Context: an optimization exercise on an open-source flow, tuned for small area. The choices shown serve that exercise and are no tape-out recipe. At most, simulation tests tie the RTL to the original design; equivalence was not proved. Power is estimated from default activity; no workload was simulated.

==> run E: inputs <==
Design wii_core, start of the top module:
module wii_core (
    input  wire        clk,
    input  wire        rst,
    input  wire        cmd_valid,
    output wire        cmd_ready,
    input  wire [63:0] cmd_word,
    output wire        rsp_valid,
    output wire [3:0]  rsp_code,
    output reg  [31:0] rsp_data,
    output wire        ev_req,
    output reg  [3:0]  ev_op,
    output reg  [31:0] ev_arg,
    output wire [7:0]  ev_aux,
    input  wire        ev_done,
    input  wire [1:0]  ev_res,
    input  wire [7:0]  ev_rdata
);
==> flow/config.mk <==
export PLATFORM = sky130hd
export DESIGN_NAME = wii_core
export DESIGN_NICKNAME = wii_core
export VERILOG_FILES = /design/flow/design.v
export SDC_FILE = /design/flow/constraint.sdc
export NUM_CORES = 4
export LEC_CHECK = 0
export ABC_AREA = 1
export CAP_MARGIN = 20
export CORE_MARGIN = 2
export CORE_UTILIZATION = 35
export PLACE_DENSITY = 0.6
export SLEW_MARGIN = 20
==> flow/constraint.sdc <==
create_clock -name core_clock -period 10.0 [get_ports {clk}]
set_input_delay 2.0000 -clock core_clock [delete_from_list [all_inputs] [get_ports {clk}]]
set_output_delay 2.0000 -clock core_clock [all_outputs]
set_load 0.01 [all_outputs]
standard.sh (not shown) runs the stock make flow with config.mk's settings and CLKGATE_MAP_FILE= SYNTH_SCRIPT=/design/flow/synth_recipe.tcl, a recipe that flattens the netlist after the stock synthesis.
==> flow/flow/run.sh <==
#!/bin/bash
# Layout flow: the standard synthesis, then the combinational logic of
# its netlist mapped again by ABC for area (registers left exactly as the
# standard synthesis made them), then the standard ORFS layout with the
# ports buffered by the smallest buffer. Each tool writes its own log here.
set -euo pipefail
R=orfs/results/sky130hd/wii_core/base
LIB=$FLOW_HOME/platforms/sky130hd/lib/sky130_fd_sc_hd__tt_025C_1v80.lib

bash standard.sh synth > synth.log 2>&1

# dont_use cells exactly as the standard synthesis passed them to ABC
DU=$(grep -h "^abc -script" orfs/logs/sky130hd/wii_core/base/1_2_yosys.log | head -1 | grep -o -- "-dont_use [^ ]*" | tr '\n' ' ')
cp $R/1_2_yosys.v reabc_in.v
sed -e "s|@LIB@|$LIB|g" -e "s|@DU@|$DU|g" flow/reabc.ys > reabc.ys
yosys -s reabc.ys > reabc.log 2>&1
cp reabc_out.v $R/1_2_yosys.v
rm -f $R/1_synth.odb $R/1_synth.sdc

export BUFFER_PORTS_ARGS="-buffer_cell sky130_fd_sc_hd__buf_1"
export CTS_ARGS="-sink_clustering_enable -repair_clock_nets -sink_clustering_size 24 -sink_clustering_max_diameter 100 -sink_buffer_max_cap_derate 0.4 -buf_list {sky130_fd_sc_hd__clkbuf_16}"
bash standard.sh finish > layout.log 2>&1
==> flow/flow/reabc.ys <==
# Map the combinational cells of the standard netlist again for area.
# Flip-flop cells are black boxes, so every register keeps its name and cell.
read_liberty -ignore_miss_func @LIB@
blackbox sky130_fd_sc_hd__dfxtp_1 sky130_fd_sc_hd__edfxtp_1 sky130_fd_sc_hd__dfrtp_1 sky130_fd_sc_hd__dfstp_1 sky130_fd_sc_hd__dfbbp_1 sky130_fd_sc_hd__dfxbp_1 sky130_fd_sc_hd__sdfxtp_1
read_verilog reabc_in.v
hierarchy -top wii_core
flatten
opt -purge
abc -liberty @LIB@ @DU@ -D 10000
opt_clean -purge
hilomap -singleton -hicell sky130_fd_sc_hd__conb_1 HI -locell sky130_fd_sc_hd__conb_1 LO
splitnets
opt_clean -purge
stat -liberty @LIB@
write_verilog -noattr -noexpr -nohex -nodec reabc_out.v
==> inputs of run Z, as changes to run E <==
--- a/flow/design.v
+++ b/flow/design.v
@@ -123,16 +123,16 @@
     reg        xfail;
     reg        flag;          
     reg [4:0]  idx;           
     reg [10:0] scr;           
     reg [4:0]  ptr;           
     reg [3:0]  rptr;          
     reg [3:0]  ph;            
-    reg        c_cls, c_pt, c_zero;
-    reg        h_cls, h_pt, h_zero;
+    reg        c_cls;
+    reg        h_cls;
     integer k;
     wire [7:0]  buf_q, stg_q;
     wire [8:0]  rel_q;
     wire [1:0]  relh_q;
     wire [5:0]  relh_r;
     wire [7:0]  snp_q;
     wire [159:0] buf_r, stg_r;
@@ -148,81 +148,91 @@
     wii_xport #(.W(8), .D(12)) u_snp (.clk(clk), .wr(snp_wr), .d(snp_d), .q(snp_q), .r(snp_r));
     wire [4:0] xlen = (xop == XO_RRAW) ? 5'd20 : 5'd6;
     wire       xwrite = ~xop[2];
     wire       dec_ok = (kind == K_NUNCHUK) || (kind == K_CLASSIC) ||
                         (kind == K_MP_NUN)  || (kind == K_MP_CLA);
     reg        d_sel;         
     reg [3:0]  fsel;
-    reg [7:0]  p0, p1, p2, p3, p4, p5;
-    reg        cls, pt, zr;
+    reg [7:0]  q0, q1, q2, q3, q4, q5;
+    reg        cls;
     reg [15:0] fv;
-    reg [5:0]  lx, ly;
-    reg        up, left;
     reg [15:0] b;
     always @(*) begin
-        p0 = snp_r[88 +: 8];
-        p1 = snp_r[80 +: 8];
-        p2 = snp_r[72 +: 8];
-        p3 = snp_r[64 +: 8];
-        p4 = snp_r[56 +: 8];
-        p5 = snp_r[48 +: 8];
+        q0 = snp_r[88 +: 8];
+        q1 = snp_r[80 +: 8];
+        q2 = snp_r[72 +: 8];
+        q3 = snp_r[64 +: 8];
+        q4 = snp_r[56 +: 8];
+        q5 = snp_r[48 +: 8];
         cls = d_sel ? h_cls : c_cls;
-        pt  = d_sel ? h_pt  : c_pt;
-        zr  = d_sel ? h_zero : c_zero;
         fv  = 16'd0;
         b   = 16'd0;
-        if (!pt) begin
-            lx = p0[5:0]; ly = p1[5:0]; up = p5[0]; left = p5[1];
-        end else begin
-            lx = {p0[5:1], 1'b0}; ly = {p1[5:1], 1'b0};
-            up = p0[0]; left = p1[0];
-        end
         if (!cls) begin
-            if (!pt) begin
-                b[5] = ~p5[0]; b[6] = ~p5[0]; b[4] = ~p5[1];
-            end else begin
-                b[5] = p5[2]; b[6] = p5[2]; b[4] = p5[3];
-            end
+            b[5] = q5[0]; b[6] = q5[0]; b[4] = q5[1];
             case (fsel)
                 4'd0: fv = b;
-                4'd3, 4'd5: fv = pt ? {8'd0, p0[7:1], 1'b0} : {8'd0, p0};
-                4'd4, 4'd6: fv = pt ? {8'd0, p1[7:1], 1'b0} : {8'd0, p1};
-                4'd7: fv = pt ? {6'd0, p2, p5[4], 1'b0} : {6'd0, p2, p5[3:2]};
-                4'd8: fv = pt ? {6'd0, p3, p5[5], 1'b0} : {6'd0, p3, p5[5:4]};
-                4'd9: fv = pt ? {6'd0, p4[7:1], p5[7], p5[6], 1'b0} : {6'd0, p4, p5[7:6]};
+                4'd3, 4'd5: fv = {8'd0, q0};
+                4'd4, 4'd6: fv = {8'd0, q1};
+                4'd7: fv = {6'd0, q2, q5[3:2]};
+                4'd8: fv = {6'd0, q3, q5[5:4]};
+                4'd9: fv = {6'd0, q4, q5[7:6]};
                 default: fv = 16'd0;
             endcase
         end else begin
-            b[15] = pt ^ ~p4[7];
-            b[13] = pt ^ ~p4[6];
-            b[7]  = pt ^ ~p4[5];
-            b[10] = pt ^ ~p4[4];
-            b[11] = pt ^ ~p4[3];
-            b[9]  = pt ^ ~p4[2];
-            b[8]  = pt ^ ~p4[1];
-            b[5]  = pt ^ ~p5[7];
-            b[1]  = pt ^ ~p5[6];
-            b[3]  = pt ^ ~p5[5];
-            b[0]  = pt ^ ~p5[4];
-            b[2]  = pt ^ ~p5[3];
-            b[6]  = pt ^ ~p5[2];
-            b[14] = pt ^ ~left;
-            b[12] = pt ^ ~up;
+            b[15] = q4[7];
+            b[13] = q4[6];
+            b[7]  = q4[5];
+            b[10] = q4[4];
+            b[11] = q4[3];
+            b[9]  = q4[2];
+            b[8]  = q4[1];
+            b[5]  = q5[7];
+            b[1]  = q5[6];
+            b[3]  = q5[5];
+            b[0]  = q5[4];
+            b[2]  = q5[3];
+            b[6]  = q5[2];
+            b[14] = q5[1];
+            b[12] = q5[0];
             case (fsel)
                 4'd0: fv = b;
-                4'd1: fv = {11'd0, p2[6:5], p3[7:5]};
-                4'd2: fv = {11'd0, p3[4:0]};
-                4'd3: fv = {10'd0, lx};
-                4'd4: fv = {10'd0, ly};
-                4'd5: fv = {11'd0, p0[7:6], p1[7:6], p2[7]};
-                4'd6: fv = {11'd0, p2[4:0]};
+                4'd1: fv = {11'd0, q2[6:5], q3[7:5]};
+                4'd2: fv = {11'd0, q3[4:0]};
+                4'd3: fv = {10'd0, q0[5:0]};
+                4'd4: fv = {10'd0, q1[5:0]};
+                4'd5: fv = {11'd0, q0[7:6], q1[7:6], q2[7]};
+                4'd6: fv = {11'd0, q2[4:0]};
                 default: fv = 16'd0;
             endcase
         end
-        if (zr) fv = 16'd0;
+    end
+    wire       k_pt = (kind == K_MP_NUN) || (kind == K_MP_CLA);
+    wire [7:0] stg_s18 = stg_r[8*18 +: 8];
+    wire [7:0] stg_s4  = stg_r[8*4 +: 8];
+    wire [7:0] stg_s3  = stg_r[8*3 +: 8];
+    reg  [7:0] snp_ld;
+    always @(*) begin
+        snp_ld = stg_q;
+        case (ptr)
+            5'd0, 5'd1: if (k_pt) snp_ld = {stg_q[7:1], 1'b0};
+            5'd4: begin
+                if (kind == K_MP_NUN)       snp_ld = {stg_q[7:1], stg_s18[7]};
+                else if (kind == K_CLASSIC) snp_ld = ~stg_q;
+            end
+            5'd5: begin
+                case (kind)
+                    K_NUNCHUK: snp_ld = stg_q ^ 8'h03;
+                    K_MP_NUN:  snp_ld = {stg_q[6], 1'b0, stg_q[5], 1'b0, stg_q[4], 1'b0,
+                                         stg_q[3], stg_q[2]};
+                    K_CLASSIC: snp_ld = ~stg_q;
+                    default:   snp_ld = {stg_q[7:2], stg_s3[0], stg_s4[0]};
+                endcase
+            end
+            default: ;
+        endcase
     end
     wire [7:0] c_idx = scr[7:0];
     wire c_rel = is_rd && c_idx[7];
     wire c_snp = is_rd && c_idx[6];
     wire c_buf = is_rd && !c_idx[7] && !c_idx[6] && (c_idx[5] || c_idx[4]);
     wire c_sml = is_rd && !c_idx[7] && !c_idx[6] && !c_idx[5] && !c_idx[4];
     wire [3:0] c_f = c_idx[3:0];
@@ -312,22 +322,24 @@
     always @(*) begin
         buf_wr = 1'b0;
         buf_d  = 8'd0;
         stg_wr = (ms == X_RXW) && (ptr == idx);
         rel_wr = 1'b0;
         rel_d  = scr;
         snp_wr = 1'b0;
-        snp_d  = stg_q;
+        snp_d  = snp_ld;
         d_sel  = c_idx[5];
         fsel   = c_idx[3:0];
         case (ms)
             M_CLRI0, M_CLRI1: begin
                 buf_wr = 1'b1;
                 rel_wr = 1'b1;
                 rel_d  = 11'd0;
+                snp_wr = 1'b1;
+                snp_d  = 8'h00;
             end
             M_CLRF1: buf_wr = 1'b1;
             M_CMT1: begin
                 buf_wr = (ptr < xlen);
                 buf_d  = stg_q;
                 snp_wr = (xop == XO_RST) && dec_ok && (ptr == {1'b0, ph}) && (ptr < 5'd6);
             end
@@ -381,16 +393,16 @@
                             rel_en      <= 1'b0;
                             ep_bus      <= cmd_word[11:8];
                             ep_clock_hz <= cmd_word[63:32];
                             kind_req    <= cmd_word[14:12];
                             kind        <= cmd_word[14:12];
                             encrypted   <= ~cmd_word[15];
                             valid       <= 1'b1;
-                            c_zero      <= 1'b1;
-                            h_zero      <= 1'b1;
+                            c_cls       <= 1'b0;
+                            h_cls       <= 1'b0;
                             ms          <= M_CLRI0;
                         end
                     end
                     8'h02, 8'h03: begin
                         xop     <= (cw_op == 8'h02 || cw_idx == 8'd0) ? XO_RST :
                                    (cw_idx == 8'd1) ? XO_RRAW :
                                    (cw_idx == 8'd2) ? XO_RID : XO_UNK;
@@ -522,16 +534,14 @@
             M_CMT0: if (ptr == 5'd19) begin
                 idx <= 5'd0;
                 ms  <= M_CMT1;
             end
             M_CMT1: begin
                 if (xop == XO_RST && dec_ok) begin
                     c_cls  <= (kind == K_CLASSIC) || (kind == K_MP_CLA);
-                    c_pt   <= (kind == K_MP_NUN) || (kind == K_MP_CLA);
-                    c_zero <= 1'b0;
                 end
                 if (xop == XO_RID && ret_q == RQ_CONN_ID) begin
                     case (ptr)
                         5'd0: flag <= (stg_q == 8'h00);
                         5'd1: flag <= flag & (stg_q == 8'h00);
                         5'd2: flag <= flag & (stg_q == 8'hA4);
                         5'd3: flag <= flag & (stg_q == 8'h20);
@@ -595,16 +605,14 @@
                             ret_m  <= 1'b1;
                             ms     <= M_MAINT;
                         end else begin
                             r_code <= q_res;
                             ms     <= M_RESP;
                             if (sethome && q_res == C_SUCCESS) begin
                                 h_cls  <= c_cls;
-                                h_pt   <= c_pt;
-                                h_zero <= c_zero;
                                 ms     <= M_HC0;
                             end
                         end
                     end
                     RQ_CONN_ID: begin
                         if (q_res != C_SUCCESS) begin
                             ms <= M_MCONN_RES;
@@ -615,16 +623,14 @@
                             ms <= M_CONN_DLY;
                         end
                     end
                     default: begin  
                         ms <= M_MCONN_RES;
                         if (q_res == C_SUCCESS) begin
                             h_cls  <= c_cls;
-                            h_pt   <= c_pt;
-                            h_zero <= c_zero;
                             ms     <= M_HC0;
                         end
                         q_res <= C_SUCCESS;
                     end
                 endcase
             end
             M_HC0: if (ph == 4'd5) ms <= M_HC1;
--- a/flow/flow/run.sh
+++ b/flow/flow/run.sh
@@ -14,9 +14,9 @@
 cp $R/1_2_yosys.v reabc_in.v
 sed -e "s|@LIB@|$LIB|g" -e "s|@DU@|$DU|g" flow/reabc.ys > reabc.ys
 yosys -s reabc.ys > reabc.log 2>&1
 cp reabc_out.v $R/1_2_yosys.v
 rm -f $R/1_synth.odb $R/1_synth.sdc
 
 export BUFFER_PORTS_ARGS="-buffer_cell sky130_fd_sc_hd__buf_1"
-export CTS_ARGS="-sink_clustering_enable -repair_clock_nets -sink_clustering_size 24 -sink_clustering_max_diameter 100 -sink_buffer_max_cap_derate 0.4 -buf_list {sky130_fd_sc_hd__clkbuf_16}"
+export CTS_ARGS="-sink_clustering_enable -repair_clock_nets -sink_clustering_size 28 -sink_clustering_max_diameter 80 -sink_buffer_max_cap_derate 0.4 -buf_list {sky130_fd_sc_hd__clkbuf_16}"
 bash standard.sh finish > layout.log 2>&1
==> run notes <==
Run Z ran to the end with no violations. Run E finished clean.
Against run E, the routed wire length of run Z is smaller by 5.9%.
Of run Z and run E, run E has the higher via count (gap 4.1%, measured against run E).
First-iteration DRC count: run E is higher than run Z (31%).
Worst hold slack is about the same in run Z and run E.
In run Z the sequential power is smaller than in run E, by about 5%.
Between run Z and run E, the lower critical path depth is in run E (gap 1).
In run Z the sequential cell count is lower than in run E, by 4.
==> figures <==
| metric | run E | run Z |
|---|---|---|
| Run status | complete, no violations | complete, no violations |
| ClkCell Share | 0.0444 | 0.0521 |
| Pin count of the biggest net entering global routing | 43 | 33 |
| Summed instance area of the synthesized netlist | 0.0199 mm^2 | 0.0195 mm^2 |
| # placed instances | 2701 | 2653 |
| Starting DRT DRC Count | 1721 | 1317 |
| Multi-input combinational cell area | 0.00649 mm^2 | 0.00622 mm^2 |
| Area growth, synth to finish | 13.9% | 15.1% |
| Fraction of final layout cells with drive strength greater than 1 | 0.0381 | 0.0424 |
| Number of iterations in the first detailed-routing pass | 7 | 6 |
| FILL cells | 5552 | 5414 |
| Delay contributed by the slowest stage of the critical path | 820 ps | 910 ps |
| Min setup slack post-route | 2580 ps | 3230 ps |
| Mapped Avg Cell Area | 11.3 um^2 | 11.3 um^2 |
| Global routing usage on met2 | 0.355 | 0.354 |
No functional check of the RTL was part of run E.

[what the ideal ports hide]
How much do the figures lean on ideal ports? The routed layouts below were timed once more, with nothing changed but the port constraints.
Step 1, drivers: a clkbuf_16 drives clk and a buf_2 each remaining input, both assumed.
Step 2, shift: input delay + t, output delay - t, t = (earliest + latest rising clock arrival at the registers) / 2. This alone moves slack from input paths to output paths.
Slacks: ideal / step 1 / step 2; pairs: ideal / step 1.
run	t, ns	setup slack, ns	worst setup path at the end	worst register clock-pin slew, ns
run E	0.620	2.583 / 2.526 / 3.146	register to output	0.10 / 0.10
run Z	0.625	3.229 / 3.176 / 3.800	register to output	0.10 / 0.10
After both steps every run listed still meets setup and hold.
